What follows belongs to an exercise in optimizing a design on an open flow for small area; a production flow would make more cautious choices. Power and IR drop assume default switching activity.

yarrow:
==> flow/design.v (excerpt) <==
module meter_b (
    input  wire        clk,
    input  wire        rst,
    input  wire        rx_valid,
    input  wire [7:0]  rx_data,
    input  wire        clr_minmax,
    input  wire        tick,
    input  wire        cond_reset,
    input  wire [3:0]  cond1_index,
    input  wire [2:0]  cond1_cmp,
    input  wire [24:0] cond1_threshold,
    input  wire [15:0] cond1_duration,
    input  wire [3:0]  cond2_index,
    input  wire [2:0]  cond2_cmp,
    input  wire [24:0] cond2_threshold,
    input  wire [15:0] cond2_duration,
    input  wire [2:0]  rd_idx,
    output wire [24:0] rd_last,
    output wire [24:0] rd_min,
    output wire [24:0] rd_max,
    output reg         cond1_result,
    output reg         cond2_result,
    output reg  [15:0] good_count,
    output reg  [15:0] bad_count
);
    function slt;
        input [24:0] a, b;
        integer j;
        reg r;
        begin
            r = 1'b0;
            for (j = 0; j < 24; j = j + 1)
                r = (~a[j] & b[j]) | (~a[j] & r) | (b[j] & r);
  ...
Size: about 2300 cells after synthesis, roughly 780 flip-flops, about 220 I/O pins, roughly 31000 sq um of cells after synthesis.
Settings: LEC_CHECK=0, ABC_AREA=1, CAP_MARGIN=20, CORE_MARGIN=2, CORE_UTILIZATION=40, CTS_BUF_LIST=sky130_fd_sc_hd__clkbuf_8, PLACE_DENSITY=0.6, SLEW_MARGIN=20; clock period 12.0 ns.
run.sh (not shown) runs the stock make flow with config.mk's settings and CLKGATE_MAP_FILE= SYNTH_SCRIPT=/design/flow/synth_recipe.tcl, a recipe that flattens the netlist after the stock synthesis.
Ran to the end and failed final checks on negative setup slack: yarrow.
> inputs changed (yarrow -> tundra)
Settings: CTS_BUF_LIST no longer set, was sky130_fd_sc_hd__clkbuf_8.
==> flow/flow/run.sh (new file) <==
#!/bin/bash
# Layout flow: the standard ORFS flow, with three changes to how the
# layout is made:
#  - synthesis maps logic with an area-oriented ABC script (flow/abc_area.script);
#    the registers, their names and cells are those of the standard synthesis
#  - port buffers use the smallest buffer cell
#  - clock tree built from small clock buffers, without dummy loads
# Every tool's output goes to logs in this folder (make.log, orfs/logs/...).
set -euo pipefail
W=$PWD
rm -rf "$W/scripts_mod"
cp -r "$FLOW_HOME/scripts" "$W/scripts_mod"
cp "$W/flow/abc_area.script" "$W/scripts_mod/abc_area.script"

CTS="-sink_clustering_enable -repair_clock_nets -dont_use_dummy_load -buf_list sky130_fd_sc_hd__clkbuf_4"

make -C "$FLOW_HOME" DESIGN_CONFIG="$FLOW_CONFIG" WORK_HOME="$W/orfs" \
    CLKGATE_MAP_FILE= SYNTH_SCRIPT="$W/synth_recipe.tcl" \
    SCRIPTS_DIR="$W/scripts_mod" \
    BUFFER_PORTS_ARGS="-buffer_cell sky130_fd_sc_hd__buf_1" \
    CTS_ARGS="$CTS" \
    finish > "$W/make.log" 2>&1

R="$W/orfs/results/$FLOW_PLATFORM/meter_b/base"
: # left out here: write the final layout as DEF
==> flow/flow/abc_area.script (new file) <==
strash
&get -n
&dch -f
&nf -R 1000
&put
topo
==> flow/standard.sh (new file) <==
#!/bin/bash
# synth_recipe.tcl (not shown) runs the flow's synth.tcl, then flattens the netlist and writes it again
# the make line also repeats each setting of config.mk as NAME=value (left out here)
make -C /OpenROAD-flow-scripts/flow DESIGN_CONFIG=/design/flow/config.mk WORK_HOME=/design/flow/orfs CLKGATE_MAP_FILE= SYNTH_SCRIPT=/design/flow/synth_recipe.tcl "${@:-finish}"
removed: flow/run.sh
## What came out
- In tundra, the number of instances in the synthesized netlist came out 568 below the value in yarrow.
- tundra ends up with a critical path data arrival time that is 0.26 ns higher than in yarrow.
- yarrow and tundra ended up with roughly the same starting utilization of the core area.
- Complete run, failing final checks: tundra, reason negative setup slack.
- Compared with yarrow, tundra shows a lower routed wire length.
- Going from yarrow to tundra, worst-case setup margin in the final layout shrinks by 0.26 ns.
- yarrow ended up with more cell instances than tundra did.
### tundra -> xenon
Settings: CTS_BUF_LIST newly set to sky130_fd_sc_hd__clkbuf_4.
==> flow/run.sh (new file) <==
#!/bin/bash
# synth_recipe.tcl (not shown) runs the flow's synth.tcl, then flattens the netlist and writes it again
# the make line also repeats each setting of config.mk as NAME=value (left out here)
make -C /OpenROAD-flow-scripts/flow DESIGN_CONFIG=/design/flow/config.mk WORK_HOME=/design/flow/orfs CLKGATE_MAP_FILE= SYNTH_SCRIPT=/design/flow/synth_recipe.tcl finish
removed: flow/flow/run.sh
removed: flow/flow/abc_area.script
removed: flow/standard.sh
Findings:
- The layout from xenon, despite a flow that completed every stage, fails the layout checks, with the failing checks listed as negative setup slack.
- tundra finished all stages; layout check result: FAIL, due to negative setup slack.
- Going from tundra to xenon, the gate count of the mapped netlist was found to have gone up by 33%.
- Summary of the comparison: multiplexer area fraction after synthesis is lower in xenon, relative to tundra.
- From tundra to xenon the numbers moved as follows: total length of routed met3 wires -6.0%; non-clock buffer count shrank by 19.
- tundra and xenon ended up with nearly the same power in sequential cells.
- The wire length on met2 of xenon is higher than that of tundra.
- Count of cells resized by post-cts repair (xenon vs. tundra) increases by more than 100%
- tundra -> xenon: number of register bits inferred by synthesis delta 0, exact match
- xenon has more setup slack than tundra.
- Comparing tundra with xenon, the clock slew seen by the registers of the worst setup and hold paths came out essentially unchanged.
No run of this note included a check of the RTL's function; only the layout flow was run.

port drivers added, routing unchanged:
Ports are ideal in the flow. The routed layouts listed here were re-timed in OpenROAD. Step 1, drivers: a clkbuf_16 drives clk and a buf_2 each remaining input, both assumed. Step 2 times the ports against the registers' clock, not the clock port: input delays grow and output delays shrink by t, the midpoint of the rising clock arrivals with the driver on. Slacks: ideal / step 1 / step 2; pairs: ideal / step 1.
run | t, ns | setup slack, ns | clock arrival spread, ns
yarrow | 0.786 | -0.581 / -0.638 / 0.147 | 0.046 / 0.047
tundra | 0.999 | -0.839 / -0.897 / 0.102 | 0.158 / 0.158
xenon | 1.047 | -0.811 / -0.868 / 0.179 | 0.060 / 0.061
